This design comes from an exercise in tuning for small area on the open sky130 flow, not from production work.
Function was checked by simulation only, so behaviour that the tests miss may differ from the original.
Power is estimated from default activity; no workload was simulated.

<file path="design/flow/flow/run.sh">
#!/bin/bash
# Layout flow: the standard ORFS flow (standard.sh) with these changes:
#  - the ABC script that maps the combinational logic in synthesis is an
#    area-oriented one (flow/abc_area_map.script) instead of ORFS's
#    delay-oriented abc_speed.script. Registers are mapped before ABC runs,
#    so they are exactly the standard synthesis's registers.
#  - every input and output port still gets its own buffer, but a small one
#    (buf_1) instead of the clkdlybuf4s50_1 buffer_ports picks by default.
#  - clock tree: small clock buffers, sinks clustered in groups of at most
#    8, and no dummy loads (the clock still reaches every register through
#    the buffered tree; no register's clock is delayed on purpose).
set -euo pipefail
here=$(pwd)
rm -rf "$here/scripts"
cp -r "$FLOW_HOME/scripts" "$here/scripts"
cp "$here/flow/abc_area_map.script" "$here/scripts/abc_speed.script"
bash standard.sh "SCRIPTS_DIR=$here/scripts" \
    "BUFFER_PORTS_ARGS=-buffer_cell sky130_fd_sc_hd__buf_1" \
    "CTS_ARGS=-sink_clustering_enable -repair_clock_nets -dont_use_dummy_load -buf_list {sky130_fd_sc_hd__clkbuf_16} -sink_clustering_size 100 -sink_clustering_max_diameter 500" \
    finish > "$here/flow_make.log" 2>&1
</file>
<file path="design/flow/flow/abc_area_map.script">
strash
ifraig
scorr
dc2
dc2
strash
&get -n
&deepsyn -T 60
&dch -f
&nf -R 1000 -p -C 32
&put
</file>
<file path="design/flow/standard.sh">
#!/bin/bash
# synth_recipe.tcl (not shown) runs the flow's synth.tcl, then flattens the netlist and writes it again
# the make line also repeats each setting of config.mk as NAME=value (left out here)
make -C /OpenROAD-flow-scripts/flow DESIGN_CONFIG=/design/flow/config.mk WORK_HOME=/design/flow/orfs CLKGATE_MAP_FILE= SYNTH_SCRIPT=/design/flow/synth_recipe.tcl "${@:-finish}"
</file>
<file path="design/flow/config.mk">
export PLATFORM = sky130hd
export DESIGN_NAME = sht1x_engine
export DESIGN_NICKNAME = sht1x_engine
export VERILOG_FILES = /design/flow/design.v
export SDC_FILE = /design/flow/constraint.sdc
export NUM_CORES = 4
export LEC_CHECK = 0
export CAP_MARGIN = 20
export CORE_MARGIN = 2
export CORE_UTILIZATION = 40
export GPL_TIMING_DRIVEN = 0
export PLACE_DENSITY = 0.6
export SLEW_MARGIN = 20
</file>
<file path="design/flow/constraint.sdc">
create_clock -name core_clock -period 10.0 [get_ports {clk}]
set_input_delay 2.0000 -clock core_clock [delete_from_list [all_inputs] [get_ports {clk}]]
set_output_delay 2.0000 -clock core_clock [all_outputs]
set_load 0.01 [all_outputs]
</file>
<file path="design/flow/design.v">
module sht1x_crc_table (
    input  wire [7:0] index,
    output wire [7:0] value
);
    wire [7:0] i = index;
    assign value[0] = i[0] ^ i[3] ^ i[4] ^ i[6];
    assign value[1] = i[1] ^ i[4] ^ i[5] ^ i[7];
    assign value[2] = i[2] ^ i[5] ^ i[6];
    assign value[3] = i[3] ^ i[6] ^ i[7];
    assign value[4] = i[0] ^ i[3] ^ i[6] ^ i[7];
    assign value[5] = i[0] ^ i[1] ^ i[3] ^ i[6] ^ i[7];
    assign value[6] = i[1] ^ i[2] ^ i[4] ^ i[7];
    assign value[7] = i[2] ^ i[3] ^ i[5];
endmodule
module sht1x_link (
    input  wire       clk,
    input  wire       rst,
    input  wire [3:0] proc,
    input  wire       bit_in,     
    input  wire       cnt_ld,     
    input  wire [3:0] cnt_val,
    output reg  [3:0] cnt,        
    output wire       done,
    output wire       rd_fire,    
    output wire       ev_valid,
    output reg  [1:0] ev_kind,
    output reg        ev_pin,
    output reg        ev_val,
    output wire [1:0] ev_sleep,
    input  wire       ev_ready,
    input  wire       data_in
);
    localparam P_TSTART  = 4'd0, P_TRESET = 4'd1, P_SENDB = 4'd2, P_GETB = 4'd3,
               P_SACK    = 4'd4, P_SKIPACK = 4'd5, P_RELEASE = 4'd6, P_DIN = 4'd7,
               P_RD      = 4'd8, P_POLL = 4'd9, P_SETTLE = 4'd10, P_GETB2 = 4'd11;
    localparam K_DIR = 2'd0, K_WR = 2'd1, K_RD = 2'd2, K_SLEEP = 2'd3;
    localparam L_IDLE = 4'd0, L_HDR1 = 4'd1, L_HDR2 = 4'd2, L_HDR3 = 4'd3,
               L_PRE  = 4'd4, L_CKH  = 4'd5, L_SLH  = 4'd6, L_MID  = 4'd7,
               L_CKL  = 4'd8, L_SLL  = 4'd9, L_ONE  = 4'd10;
    reg [3:0] ls;
    wire p_tstart = (proc == P_TSTART);
    wire p_treset = (proc == P_TRESET);
    wire p_sendb  = (proc == P_SENDB);
    wire p_getb   = (proc == P_GETB) || (proc == P_GETB2);
    wire p_sack   = (proc == P_SACK);
    wire p_skip   = (proc == P_SKIPACK);
    wire p_rel    = (proc == P_RELEASE);
    wire p_din    = (proc == P_DIN);
    wire p_one    = (proc == P_RD) || (proc == P_POLL) || (proc == P_SETTLE);
    wire p_any    = !proc[3] || p_one || (proc == P_GETB2);
    assign ev_valid = (ls != L_IDLE);
    wire fire = ev_valid && ev_ready;
    assign ev_sleep = {proc == P_SETTLE, proc == P_POLL};
    wire last_pulse = (p_tstart && cnt[0]) || ((p_treset || p_sendb) && cnt[3]) ||
                      (p_getb && cnt[2:0] == 3'd7) || p_sack || p_skip;
    reg last;
    always @(*) begin
        ev_kind = K_WR;
        ev_pin  = 1'b1;
        ev_val  = 1'b0;
        last    = 1'b0;
        case (ls)
            L_HDR1: begin
                ev_kind = K_DIR;
                ev_val  = !(p_getb || p_rel || p_din);
                last    = p_din;
            end
            L_HDR2: begin
                ev_kind = K_DIR; ev_pin = 1'b0;
                ev_val  = !p_rel;
                last    = p_rel;
            end
            L_HDR3: ev_val = 1'b1;
            L_PRE: begin
                ev_kind = (p_sendb && cnt[3]) ? K_DIR : K_WR;
                ev_val  = p_sendb && !cnt[3] && bit_in;
            end
            L_CKH: begin ev_pin = 1'b0; ev_val = 1'b1; end
            L_SLH, L_SLL: begin
                ev_kind = K_SLEEP;
                last    = (ls == L_SLL) && last_pulse;
            end
            L_MID: begin
                ev_kind = p_tstart ? K_WR : K_RD;
                ev_val  = cnt[0];
            end
            L_CKL: ev_pin = 1'b0;
            L_ONE: begin
                ev_kind = (proc == P_RD) ? K_RD : K_SLEEP;
                last    = 1'b1;
            end
            default: ;
        endcase
    end
    assign done    = fire && last;
    assign rd_fire = fire && (ev_kind == K_RD);
    always @(posedge clk) begin
        if (rst) begin
            ls <= L_IDLE;
        end else if (ls == L_IDLE) begin
            if (p_any)
                ls <= p_one ? L_ONE : L_HDR1;
        end else if (fire) begin
            if (last) begin
                ls <= L_IDLE;
            end else begin
                case (ls)
                    L_HDR1: ls <= L_HDR2;
                    L_HDR2: ls <= p_sendb ? L_PRE : p_getb ? L_CKH : L_HDR3;
                    L_HDR3: ls <= p_sack ? L_PRE : L_CKH;
                    L_PRE:  ls <= L_CKH;
                    L_CKH:  ls <= L_SLH;
                    L_SLH:  ls <= (p_getb || p_tstart || (p_sendb && cnt[3])) ? L_MID : L_CKL;
                    L_MID:  ls <= L_CKL;
                    L_CKL:  ls <= L_SLL;
                    default: ls <= p_sendb ? L_PRE : L_CKH;    
                endcase
            end
        end
    end
    always @(posedge clk) begin
        if (cnt_ld)
            cnt <= cnt_val;
        else if (ls == L_IDLE && p_any)
            cnt <= 4'd0;
        else if (fire && ls == L_SLL)
            cnt <= cnt + 4'd1;
        else if (rd_fire && cnt[3])
            cnt[0] <= data_in;      
    end
endmodule
module sht1x_engine (
    input  wire        clk,
    input  wire        rst,           
    input  wire        req_valid,
    input  wire [15:0] req_word,
    output wire        busy,
    output reg         done,
    output wire [2:0]  rsp_err,
    output wire [15:0] rsp_val,
    output wire        ev_valid,
    output wire [1:0]  ev_kind,
    output wire        ev_pin,
    output wire        ev_val,
    output wire [1:0]  ev_sleep,
    input  wire        ev_ready,
    input  wire        data_in
);
    localparam OP_REVB    = 8'h01, OP_CRCLUT = 8'h02, OP_CRCINIT = 8'h03,
               OP_CRCUPD  = 8'h04, OP_CRCOUT = 8'h05;
    localparam OP_TSTART  = 8'h10, OP_TRESET = 8'h11, OP_SENDB   = 8'h12,
               OP_GETB    = 8'h13, OP_SACK   = 8'h14, OP_SKIPACK = 8'h15;
    localparam OP_SRREAD  = 8'h20, OP_SRWRITE = 8'h21, OP_SRRESET = 8'h22,
               OP_INIT    = 8'h23, OP_SETHTR  = 8'h24, OP_SETOTP  = 8'h25,
               OP_SETRES  = 8'h26, OP_RELEASE = 8'h27, OP_RDREG   = 8'h28;
    localparam OP_SENDCMD = 8'h30, OP_SENDCMDM = 8'h31, OP_AWAIT  = 8'h32,
               OP_RDMEAS  = 8'h33, OP_SOFTRST  = 8'h34, OP_MEAST  = 8'h35,
               OP_MEASRH  = 8'h36;
    localparam W_TEMP = 8'h03, W_HUMI = 8'h05, W_RDSR = 8'h07,
               W_WRSR = 8'h06, W_SRST = 8'h1E, W_NOP  = 8'h00;
    localparam E_NONE = 3'd0, E_ACK = 3'd1, E_FRAME = 3'd2, E_TIMEOUT = 3'd3,
               E_CRC  = 3'd4, E_UNKNOWN = 3'd5, E_NOSESSION = 3'd6,
               E_ILLEGAL = 3'd7;
    localparam C_TSTART = 4'b1000,    
               C_TRESET = 4'b1001, C_SENDB = 4'b1010, C_GETB = 4'b1011,
               C_SACK = 4'b1100, C_SKIP = 4'b1101, C_RELEASE = 4'b1110,
               C_RDREG = 4'b1111,
               C_SRREAD = 4'b0000,
               C_MEAS = 4'b0001,      
               C_SENDCMD = 4'b0010, C_SENDCMDM = 4'b0011,
               C_INIT = 4'b0100,
               C_SW = 4'b0101,        
               C_AWAIT = 4'b0110, C_SOFTRST = 4'b0111;
    wire host;
    localparam R_IDLE = 5'b01111, R_CST = 5'b00000, R_TRES = 5'b00001,
               R_CSB  = 5'b00010, R_MASK = 5'b10010, R_GHI = 5'b00011,
               R_GLO  = 5'b10011, R_VGET = 5'b01011, R_SACK1 = 5'b00100,
               R_VSACK = 5'b10100, R_SKIP = 5'b00101, R_REL = 5'b00110,
               R_DIN  = 5'b00111, R_FR = 5'b01000, R_ARD = 5'b11000,
               R_POLL = 5'b01001, R_SETTLE = 5'b01010, R_C0 = 5'b01100,
               R_C1   = 5'b01101, R_C2 = 5'b01110;
    localparam X_HOLD = 4'd0, X_ZERO = 4'd1, X_OPC = 4'd2, X_IMM = 4'd3,
               X_MASK = 4'd4, X_TBL = 4'd5, X_REV = 4'd6, X_SHIFT = 4'd7,
               X_ACK = 4'd8, X_INC = 4'd9, X_CMD = 4'd10;
    localparam S_HOLD = 2'd0, S_ZERO = 2'd1, S_DAT = 2'd2, S_MASK = 2'd3;
    reg [7:0]  sr;
    reg [7:0]  acc;
    reg [3:0]  cmd;        
    reg [15:0] dat;
    reg [7:0]  crx;
    reg [3:0]  cfg;        
    reg        own;
    reg        stale;
    reg [2:0]  err;
    reg [7:0]  einfo;
    reg [1:0]  fsm;        
    reg [3:0]  pins;       
    reg [4:0]  rs;
    reg [3:0]  cls;
    wire       smp;        
    wire [7:0] cmd_dec = {3'b000, cmd[3], cmd[3], cmd[2], cmd[1], cmd[0]};
    wire [3:0] fsm_dec = {1'b0, fsm[1], fsm[0] & !fsm[1], fsm[0] & fsm[1]};
    function [7:0] rev8(input [7:0] b);
        rev8 = {b[0], b[1], b[2], b[3], b[4], b[5], b[6], b[7]};
    endfunction
    wire [7:0] seed    = {sr[0], sr[1], sr[2], sr[3], 4'b0000};
    wire [7:0] req_opc = req_word[15:8];
    wire [7:0] req_imm = req_word[7:0];
    wire [3:0] proc = rs[3:0];
    wire [3:0] cnt;
    assign smp = cnt[0];
    wire       ldone, rd_fire;
    wire [7:0] tx_byte = (rs == R_CSB) ? cmd_dec : einfo;
    wire       tx_bit  = tx_byte[3'd7 - cnt[2:0]];
    wire       idle_req = (rs == R_IDLE) && req_valid;
    sht1x_link u_link (
        .clk      (clk),
        .rst      (rst),
        .proc     (proc),
        .bit_in   (tx_bit),
        .cnt_ld   (idle_req),
        .cnt_val  (req_imm[3:0] ^ 4'd2),
        .cnt      (cnt),
        .done     (ldone),
        .rd_fire  (rd_fire),
        .ev_valid (ev_valid),
        .ev_kind  (ev_kind),
        .ev_pin   (ev_pin),
        .ev_val   (ev_val),
        .ev_sleep (ev_sleep),
        .ev_ready (ev_ready),
        .data_in  (data_in)
    );
    assign busy = (rs != R_IDLE);
    reg  [7:0] tbl_a, tbl_b;
    always @(*) begin
        case (rs)
            R_C0:    begin tbl_a = seed; tbl_b = cmd_dec;   end
            R_C1:    begin tbl_a = acc;  tbl_b = dat[15:8]; end
            R_C2:    begin tbl_a = acc;  tbl_b = dat[7:0];  end
            default: begin
                tbl_b = req_imm;
                case (req_opc)
                    OP_CRCINIT:            tbl_a = seed;
                    OP_CRCUPD, OP_CRCOUT:  tbl_a = acc;
                    default:               tbl_a = 8'h00;
                endcase
            end
        endcase
    end
    wire [7:0] tbl_index = tbl_a ^ tbl_b;
    wire [7:0] tbl_value;
    sht1x_crc_table u_table (.index(tbl_index), .value(tbl_value));
    wire crc_match = (rev8(tbl_value) == crx);
    reg legal, needs_own;
    always @(*) begin
        legal     = 1'b0;
        needs_own = 1'b1;
        case (req_opc)
            OP_REVB, OP_CRCLUT, OP_CRCINIT, OP_CRCUPD:
                begin legal = 1'b1;                 needs_own = 1'b0; end
            OP_CRCOUT:
                begin legal = (req_imm == 8'h00);   needs_own = 1'b0; end
            OP_TSTART, OP_TRESET, OP_GETB, OP_SACK, OP_SKIPACK:
                legal = (req_imm == 8'h00);
            OP_SENDB, OP_SRWRITE, OP_SENDCMD, OP_SENDCMDM:
                legal = 1'b1;
            OP_SRREAD, OP_SRRESET, OP_RELEASE:
                legal = (req_imm == 8'h00);
            OP_INIT:
                begin legal = (req_imm[7:4] == 4'h0); needs_own = 1'b0; end
            OP_SETHTR, OP_SETOTP, OP_SETRES:
                legal = (req_imm[7:1] == 7'h00);
            OP_RDREG:
                begin legal = (req_imm <= 8'd8);    needs_own = 1'b0; end
            OP_AWAIT, OP_RDMEAS, OP_SOFTRST, OP_MEAST, OP_MEASRH:
                legal = (req_imm == 8'h00);
            default:
                legal = 1'b0;
        endcase
    end
    wire known_wire = (req_imm == W_TEMP) || (req_imm == W_HUMI) ||
                      (req_imm == W_RDSR) || (req_imm == W_WRSR) ||
                      (req_imm == W_SRST) || (req_imm == W_NOP);
    reg [3:0] cfg_new;
    always @(*) begin
        cfg_new = cfg;
        case (req_opc)
            OP_SETHTR: cfg_new[2] = req_imm[0];
            OP_SETOTP: cfg_new[1] = req_imm[0];
            OP_SETRES: cfg_new[0] = req_imm[0];
            default:   cfg_new = req_imm[3:0];      
        endcase
    end
    reg [15:0] reg_view;
    always @(*) begin
        case (cnt ^ 4'd2)
            4'd0:    reg_view = {8'h00, sr};
            4'd1:    reg_view = {8'h00, acc};
            4'd2:    reg_view = {8'h00, cmd_dec};
            4'd3:    reg_view = dat;
            4'd4:    reg_view = {8'h00, crx};
            4'd5:    reg_view = {12'h000, cfg};
            4'd6:    reg_view = {einfo, 1'b0, err, 2'b00, stale, own};
            4'd7:    reg_view = {12'h000, fsm_dec};
            default: reg_view = {12'h000, pins};
        endcase
    end
    assign host = cls[3];
    wire is_rdreg = (cls == C_RDREG);
    wire err_none = (err == E_NONE);
    assign rsp_err = is_rdreg ? E_NONE : err;
    assign rsp_val = (is_rdreg || (err_none && cls[3:1] == 3'b000)) ?
                     reg_view : {8'h00, einfo[7:1], einfo[0] | (cls == C_SENDB && cnt[0])};
    reg [4:0] n_rs;
    reg [3:0] n_cls;
    reg       fin;         
    reg       set_err;     
    reg [2:0] f_err;
    reg [3:0] xsel;        
    reg [1:0] ssel;        
    reg       fsm_we;
    reg [1:0] fsm_v;
    reg       cmd_we;
    reg [3:0] cmd_v;
    reg       acc_we, cfg_we, own_set, own_clr, stale_set, stale_clr, clr_all;
    always @(*) begin
        n_rs      = rs;
        n_cls     = cls;
        fin       = 1'b0;
        set_err   = 1'b0;
        f_err     = E_NONE;
        xsel      = (done && err_none && !is_rdreg) ? X_ZERO : X_HOLD;
        ssel      = S_HOLD;
        fsm_we    = 1'b0;
        fsm_v     = 2'd0;
        cmd_we    = 1'b0;
        cmd_v     = 4'h0;
        acc_we    = 1'b0;
        cfg_we    = 1'b0;
        own_set   = 1'b0;
        own_clr   = 1'b0;
        stale_set = 1'b0;
        stale_clr = 1'b0;
        clr_all   = 1'b0;
        if (rd_fire && rs == R_GHI && host)
            xsel = X_SHIFT;
        case (rs)
        R_IDLE: if (req_valid) begin
            n_cls = C_TSTART;
            if (!legal) begin
                fin = 1'b1; set_err = 1'b1; f_err = E_ILLEGAL; xsel = X_OPC;
            end else if (needs_own && !own) begin
                fin = 1'b1; set_err = 1'b1; f_err = E_NOSESSION; xsel = X_OPC;
            end else if ((req_opc == OP_SENDCMD || req_opc == OP_SENDCMDM) && !known_wire) begin
                fin = 1'b1; set_err = 1'b1; f_err = E_UNKNOWN; xsel = X_IMM;
            end else begin
                xsel = X_IMM;
                case (req_opc)
                    OP_REVB, OP_CRCLUT, OP_CRCINIT, OP_CRCUPD, OP_CRCOUT: begin
                        acc_we  = (req_opc == OP_CRCINIT || req_opc == OP_CRCUPD);
                        xsel    = (req_opc == OP_REVB || req_opc == OP_CRCOUT) ? X_REV : X_TBL;
                        fin     = 1'b1;
                        set_err = 1'b1;
                    end
                    OP_RDREG: begin
                        n_cls = C_RDREG;
                        xsel  = (done && err_none && !is_rdreg) ? X_ZERO : X_HOLD;
                        fin   = 1'b1;
                    end
                    OP_TSTART:  begin n_cls = C_TSTART;  n_rs = R_CST;   end
                    OP_TRESET:  begin n_cls = C_TRESET;  n_rs = R_TRES;  end
                    OP_SENDB:   begin n_cls = C_SENDB;   n_rs = R_MASK;  end
                    OP_GETB:    begin n_cls = C_GETB;    n_rs = R_GHI;   end
                    OP_SACK:    begin n_cls = C_SACK;    n_rs = R_SACK1; end
                    OP_SKIPACK: begin n_cls = C_SKIP;    n_rs = R_SKIP;  end
                    OP_RELEASE: begin n_cls = C_RELEASE; n_rs = R_REL;   end
                    OP_SRREAD: begin
                        n_cls = C_SRREAD; n_rs = R_CST; cmd_we = 1'b1; cmd_v = 4'b0111;
                    end
                    OP_SRWRITE, OP_SRRESET: begin
                        n_cls = C_SW; n_rs = R_CST; cmd_we = 1'b1; cmd_v = 4'b0110;
                    end
                    OP_INIT, OP_SETHTR, OP_SETOTP, OP_SETRES: begin
                        n_cls   = (req_opc == OP_INIT) ? C_INIT : C_SW;
                        n_rs    = R_TRES;
                        cmd_we  = 1'b1; cmd_v = 4'b0110;
                        cfg_we  = 1'b1;
                        own_set = (req_opc == OP_INIT);
                    end
                    OP_SENDCMD: begin
                        n_cls = C_SENDCMD; n_rs = R_CST; cmd_we = 1'b1; cmd_v = req_imm[3:0];
                    end
                    OP_SENDCMDM: begin
                        n_cls = C_SENDCMDM; n_rs = R_CST; cmd_we = 1'b1; cmd_v = req_imm[3:0];
                    end
                    OP_AWAIT:   begin n_cls = C_AWAIT; n_rs = R_DIN; end
                    OP_RDMEAS:  begin n_cls = C_MEAS;  n_rs = R_GHI; end
                    OP_SOFTRST: begin
                        n_cls = C_SOFTRST; n_rs = R_CST; cmd_we = 1'b1; cmd_v = 4'b1110;
                    end
                    OP_MEAST: begin
                        n_cls = C_MEAS; n_rs = R_CST; cmd_we = 1'b1; cmd_v = 4'b0011;
                    end
                    default: begin       
                        n_cls = C_MEAS; n_rs = R_CST; cmd_we = 1'b1; cmd_v = 4'b0101;
                    end
                endcase
            end
        end
        R_CST: if (ldone) begin
            if (host) begin fin = 1'b1; set_err = 1'b1; xsel = X_ZERO; end
            else                 n_rs = R_CSB;
        end
        R_TRES: if (ldone) begin
            if (host) begin fin = 1'b1; set_err = 1'b1; xsel = X_ZERO; end
            else begin           n_rs = R_CST; xsel = X_MASK; end
        end
        R_CSB: if (ldone) begin
            if (smp) begin
                if (cls[2] && !cls[0]) n_rs = R_REL;           
                else begin
                    fin = 1'b1; set_err = 1'b1; f_err = E_ACK; xsel = X_CMD; fsm_we = 1'b1;
                end
            end else if (!cls[2] && cls[1]) begin            
                if (cls[0]) begin
                    n_rs = R_FR;
                end else begin
                    fin = 1'b1; set_err = 1'b1; xsel = X_ZERO; fsm_we = 1'b1; fsm_v = 2'd1;
                end
            end else if (cmd[3]) begin
                n_rs = R_SETTLE;          
            end else if (!cls[2]) begin
                n_rs = cls[0] ? R_FR : R_GLO;                    
            end else begin
                n_rs = R_MASK;            
            end
        end
        R_MASK: if (ldone) begin
            if (host) begin
                fin = 1'b1; set_err = 1'b1; xsel = X_ZERO;    
            end else if (!smp) begin
                fin = 1'b1; set_err = 1'b1; xsel = X_ZERO; fsm_we = 1'b1;
                ssel = S_MASK; stale_clr = 1'b1;
            end else if (!cls[0]) begin                        
                n_rs = R_REL;
            end else begin
                fin = 1'b1; set_err = 1'b1; f_err = E_ACK; xsel = X_CMD; fsm_we = 1'b1;
            end
        end
        R_REL: if (ldone) begin
            own_clr = 1'b1; stale_clr = 1'b1; fsm_we = 1'b1;
            fin = 1'b1; set_err = 1'b1;
            if (host) begin
                xsel = X_ZERO;
            end else begin
                clr_all = 1'b1; f_err = E_ACK; xsel = X_CMD;    
            end
        end
        R_FR: if (ldone) begin
            if (data_in) begin
                fin = 1'b1; set_err = 1'b1; f_err = E_FRAME; xsel = X_CMD; fsm_we = 1'b1;
            end else if (cls[1]) begin                         
                fin = 1'b1; set_err = 1'b1; xsel = X_ZERO; fsm_we = 1'b1; fsm_v = 2'd2;
            end else begin
                n_rs = R_DIN;
            end
        end
        R_DIN: if (ldone) n_rs = R_POLL;
        R_POLL: if (ldone) begin
            xsel = X_INC;
            n_rs = R_ARD;
        end
        R_ARD: if (ldone) begin
            if (!data_in) begin
                if (cls[2]) begin                              
                    fin = 1'b1; set_err = 1'b1; fsm_we = 1'b1; fsm_v = 2'd3;
                end else begin
                    n_rs = R_GHI;
                end
            end else if (einfo[5] && einfo[1] && einfo[0]) begin    
                fin = 1'b1; set_err = 1'b1; f_err = E_TIMEOUT; xsel = X_CMD; fsm_we = 1'b1;
            end else begin
                n_rs = R_POLL;
            end
        end
        R_GHI: if (ldone) begin
            if (host) begin fin = 1'b1; set_err = 1'b1; end
            else               n_rs = R_SACK1;
        end
        R_SACK1: if (ldone) begin
            if (host) begin fin = 1'b1; set_err = 1'b1; xsel = X_ZERO; end
            else               n_rs = R_GLO;
        end
        R_GLO:   if (ldone) n_rs = cfg[3] ? R_VSACK : R_SKIP;
        R_VSACK: if (ldone) n_rs = R_VGET;
        R_VGET:  if (ldone) n_rs = R_SKIP;
        R_SKIP: if (ldone) begin
            if (host) begin
                fin = 1'b1; set_err = 1'b1; xsel = X_ZERO;
            end else if (cfg[3]) begin
                n_rs = R_C0;
            end else begin
                fin = 1'b1; set_err = 1'b1; fsm_we = 1'b1;
                if (!cls[0]) ssel = S_DAT;                     
            end
        end
        R_C0: begin
            acc_we = 1'b1;
            n_rs   = cls[0] ? R_C1 : R_C2;                       
        end
        R_C1: begin
            acc_we = 1'b1;
            n_rs   = R_C2;
        end
        R_C2: begin
            acc_we = 1'b1;
            if (crc_match) begin
                fin = 1'b1; set_err = 1'b1; fsm_we = 1'b1;
                if (!cls[0]) ssel = S_DAT;                     
            end else begin
                stale_set = 1'b1;
                xsel      = X_CMD;
                cmd_we    = 1'b1; cmd_v = 4'b1110;
                n_rs      = R_CST;
            end
        end
        R_SETTLE: if (ldone) begin
            ssel = S_ZERO; fsm_we = 1'b1;
            fin = 1'b1; set_err = 1'b1;
            if (cls[2]) xsel = X_ZERO;                         
            else                  f_err = E_CRC;
        end
        default: n_rs = R_IDLE;
        endcase
        if (fin)
            n_rs = R_IDLE;
    end
    reg [7:0] einfo_n;
    always @(*) begin
        case (xsel)
            X_HOLD:  einfo_n = einfo;
            X_OPC:   einfo_n = req_opc;
            X_IMM:   einfo_n = req_imm;
            X_MASK:  einfo_n = {5'b00000, cfg[2:0]};
            X_TBL:   einfo_n = tbl_value;
            X_REV:   einfo_n = rev8(tbl_index);
            X_SHIFT: einfo_n = {einfo[6:0], data_in};
            X_INC:   einfo_n = {2'b00, einfo[5:0] + 6'd1};
            X_CMD:   einfo_n = cmd_dec;
            default: einfo_n = 8'h00;
        endcase
    end
    always @(posedge clk) begin
        if (rst) begin
            rs    <= R_IDLE;
            done  <= 1'b0;
            err   <= E_NONE;
            einfo <= 8'h00;
            fsm   <= 2'd0;
            own   <= 1'b0;
            stale <= 1'b0;
            pins  <= 4'h0;
        end else begin
            rs    <= n_rs;
            done  <= fin;
            einfo <= einfo_n;
            if (set_err) err <= f_err;
            if (fsm_we)  fsm <= fsm_v;
            if (own_set) own <= 1'b1;
            else if (own_clr) own <= 1'b0;
            if (stale_set) stale <= 1'b1;
            else if (stale_clr) stale <= 1'b0;
            if (ev_valid && ev_ready) begin
                if (ev_kind == 2'd0) begin
                    if (ev_pin) pins[3] <= ev_val; else pins[1] <= ev_val;
                end else if (ev_kind == 2'd1) begin
                    if (ev_pin) pins[2] <= ev_val; else pins[0] <= ev_val;
                end
            end
        end
    end
    always @(posedge clk) begin
        if (rst || clr_all) begin
            sr  <= 8'h00;
            acc <= 8'h00;
            cmd <= 4'h0;
            dat <= 16'h0000;
            crx <= 8'h00;
            cfg <= 4'h0;
        end else begin
            case (ssel)
                S_ZERO:  sr <= 8'h00;
                S_DAT:   sr <= dat[7:0];
                S_MASK:  sr <= einfo;
                default: ;
            endcase
            if (acc_we) acc <= tbl_value;
            if (cmd_we) cmd <= cmd_v;
            if (cfg_we) cfg <= cfg_new;
            if (rd_fire) begin
                if (rs == R_VGET)
                    crx <= {crx[6:0], data_in};
                else if ((rs == R_GHI || rs == R_GLO) && !host)
                    dat <= {dat[14:8], dat[7] & cls[0], dat[6:0], data_in};
            end
        end
    end
    always @(posedge clk)
        cls <= n_cls;
endmodule
</file>
==> impl_metrics.ini <==
[synthesis]
yosysWarnings = 2
synth_edf_count = 8
synth.net_count = 755
ys_ff_latch = 85
synth_cell_types = 56
syn_area_um2 = 5690
synthFlopType = dfxtp_1
synthCells = 728
avgSynthCellArea_um2 = 7.817
seq_area_frac_synth = 0.3131
async_flop_share = 0

[critical_path]
cp_max_fo = 10
cp.required_ps = 10290
crit_cells = 19
critical_path.max_stage_delay_ps = 790
crit_top_cell = nand2_1
cp_top_family = simple AND/OR/NAND/NOR gates
end_kind = flip-flop
startpoint_type = input port
worstSetupPathType = input port to flip-flop
cp_cell_sequence = buf_1 -> clkinv_1 -> a21oi_1 -> a22oi_1 -> xor2_1 -> xnor2_1 -> xor2_1 -> xnor2_1 -> a22oi_1 -> nand4_1 -> nor4_1 -> nand2_1 -> nand2_1 -> nand3b_1 -> or4b_1 -> nor3b_1 -> nand2_1 -> o21ai_0 -> a221o_1
arrival_ps = 7910
crit_buf_inv = 2
r2r_slack_ps = 3610
worst-r2r-cell-count = 18
worst_path_max_delay_cell = nor3b_1

[clock_network]
numCtsBuffers = 9
cts_tree = built
clkLatencyLatePin_ps = 360
clockBufferDepth = 2
htreeDepth = 3
hold_buffers = 0
path_clk_slew_ps = 60
cts_resized = 0
cts.sinks = 85
root_buffer = clkbuf_16
post_cts_buffers = 0

[sta]
setup_viol = 0
setup_tns_ps = 0
slew_violations = 0
post-route-min-period_ps = 7620
finalCritPeriodShare = 0.7620
grt_setup_unrepaired = no
worstMarginPinSlew_ps = 1120
fin_worst_skew_ps = 11.53
fmax_mhz = 131.2
worst_slack_ps = 2380
hold_viol_final = 0
slew_headroom = 0.2505

[place]
place_hpwl_um = 17060
io_buffer_count = 48
place_area_um2 = 6147
gp_congestion = 0.9769
dp.cells = 960
post-place-ws_ps = 2234

[floorplanning]
die-width_um = 123.3
ioPinCount = 49
dieArea_um2 = 15200
placeableCoreArea_um2 = 13880
die_h_um = 123.3
num_rows = 43
initial_core_util = 0.4100

[detailed_routing]
drtIter0Drc = 1069
vias = 6435
drc = 0
dr.pass1.iters = 7
antenna_left = 0
wl_um = 22460
avgViaCountPerCell = 6.641
post_drt_wl_per_cell_um = 23.17

[global_route]
use_met3 = 0.06780
grt-ovfl-total = 0
grt_usage = 0.3001
global_route.usage.met1 = 0.4202
top_usage_layer = met2
antenna_found_initial = 0
met2_usage = 0.4540
grt_pass1_vias = 6030
grt_max_degree = 27
grt_pass1_wl_um = 34210

[layout]
final_common_cell = nand2_1
area_delta_synth_final_pct = 11.98
final_util = 0.4591
final_cell_mix = nand2_1, nor2_1, dfxtp_1
nets = 818
drive_gt1_frac = 0.02662
instances_no_fill = 969
final_area_um2 = 6372
antenna_cells = 0

[pwr]
power_density_nw_per_um2 = 258.5
p_leak_nw = 2.039
ir_drop_uv = 118.9

[min_path]
hp-class = flip-flop to flip-flop
hold_path_depth = 2

[run]
drv_cap = 0

[outcome]
outcome = finished clean
==> state kept, by name (all words and copies together) (netlist names), 3 cells and up <==
register	flops
dat	16
acc	8
crx	8
einfo	8
sr	8
rs	5
cfg	4
cls	4
cmd	4
pins	4
u_link.cnt	4
u_link.ls	4
err	3
==> through the flow <==
stage          total power [mW]  hold WS [ps]
2_1_floorplan             1.062         431.7
3_3_place_gp              1.321         451.2
3_5_place_dp              1.337         449.8
4_1_cts                   1.620         466.2
5_1_grt                   1.740         492.0
6_report                  1.647         466.7
==> area by class of cell <==
type / count / area (um^2)
Clock buffer: 9 / 225.2
Fill cell: 1434 / 7508
Inverter: 28 / 105.1
Multi-Input combinational cell: 615 / 3834
Sequential cell: 85 / 1782
Tap cell: 180 / 225.2
Timing Repair Buffer: 52 / 201.4
==> worst reg2reg max path: stages, from the launching register on <==
cell      delay, ps
dfxtp_1         640
and2_0          690
a21oi_1         420
a22oi_1         270
xor2_1          400
xnor2_1         240
xor2_1          400
xnor2_1         260
a22oi_1         240
nand4_1         120
nor4_1          470
nand2_1         100
nand2_1         170
nand3b_1        200
or4b_1          570
nor3b_1         790
nand2_1         110
o21ai_0         120
a221o_1         140
==> synth_stat cells (all sizes together), types with 3 or more instances <==
master | n | area, um^2
a222oi | 20 | 200.2
a221oi | 13 | 113.9
nor4 | 7 | 43.79
a41oi | 6 | 52.55
a211oi | 10 | 75.07
a21oi | 49 | 245.2
o21ai | 33 | 165.2
ha | 6 | 75.07
a22oi | 13 | 97.59
nand4 | 5 | 31.28
dfxtp | 77 | 1541
o31ai | 4 | 30.03
nand2b | 13 | 81.33
o22ai | 10 | 62.56
o21a | 6 | 45.04
nor3 | 28 | 140.1
edfxtp | 8 | 240.2
or3 | 7 | 43.79
or2 | 6 | 37.54
mux2i | 4 | 40.04
o211ai | 3 | 22.52
a311oi | 5 | 43.79
a32oi | 7 | 61.31
a221o | 5 | 50.05
a21o | 3 | 22.52
xor2 | 12 | 105.1
nor3b | 3 | 22.52
a22o | 37 | 324.1
nor2b | 16 | 100.1
a31oi | 16 | 100.1
xnor2 | 19 | 166.4
nand3 | 24 | 120.1
nand3b | 4 | 30.03
and2 | 14 | 87.58
a32o | 3 | 30.03
and3 | 4 | 25.02
o21bai | 5 | 37.54
nand2 | 90 | 337.8
nor2 | 82 | 307.8
clkinv | 28 | 105.1
==> kinds of logic after synthesis <==
kind of cell,Yosys count,synth area share
buffers and inverters,28,0.01847
AOI/OAI and AO/OA,261,0.3325
adders and majority gates,6,0.01319
muxes,7,0.01693
DFF,85,0.3131
and+or+nand+nor,310,0.2581
xor gates and xnor gates,31,0.04771
==> final timing paths <==
kind                                          from                     to
worst max-delay path                  req_word[10]  einfo[7]$_SDFFE_PP0P_
worst min-delay path            sr[5]$_SDFFE_PP0P_     sr[5]$_SDFFE_PP0P_
worst max register to register  rs[0]$_SDFFE_PP1P_  einfo[7]$_SDFFE_PP0P_
worst min register to register  sr[5]$_SDFFE_PP0P_     sr[5]$_SDFFE_PP0P_
==> power by group <==
part,leakage [nW],switching (mW),internal (mW),total [mW]
Sequential,0.699,0.156,0.413,0.569
Combinational,1.23,0.519,0.274,0.794
Clock,0.111,0.127,0.158,0.285
==> routing by layer <==
metal | routed length [um] | vias up
met3 | 2367 | 58
met2 | 9789 | 397
met5 | 0 | -
met4 | 608 | 0
li1 | - | 2963
met1 | 9690 | 3017

## separate check: timing with driven ports
How much do the figures lean on ideal ports? The routed layout below was timed once more, with nothing changed but the port constraints. Step 1, drivers: a clkbuf_16 drives clk and a buf_2 each remaining input, both assumed. Step 2 adds t to the input delays and takes it off the output delays; t is the mean of the earliest and latest rising clock arrival at the registers after step 1. Input paths then give back, and output paths get back, about the clock's delay inside the block. Three values: no drivers, after step 1, after step 2; two values: the first two.
shift t [ns]: 0.389
setup WS [ns]: 2.380 / 2.397 / 2.008
worst hold slack (ns): 0.467 / 0.467 / 0.467
clock arrival spread, ns: 0.012 / 0.012
cell pins on the clock port's net: 1
After both steps setup and hold are still met in this run. The setup slack of this run moves by +0.017 ns with the drivers and by -0.372 ns with both steps.
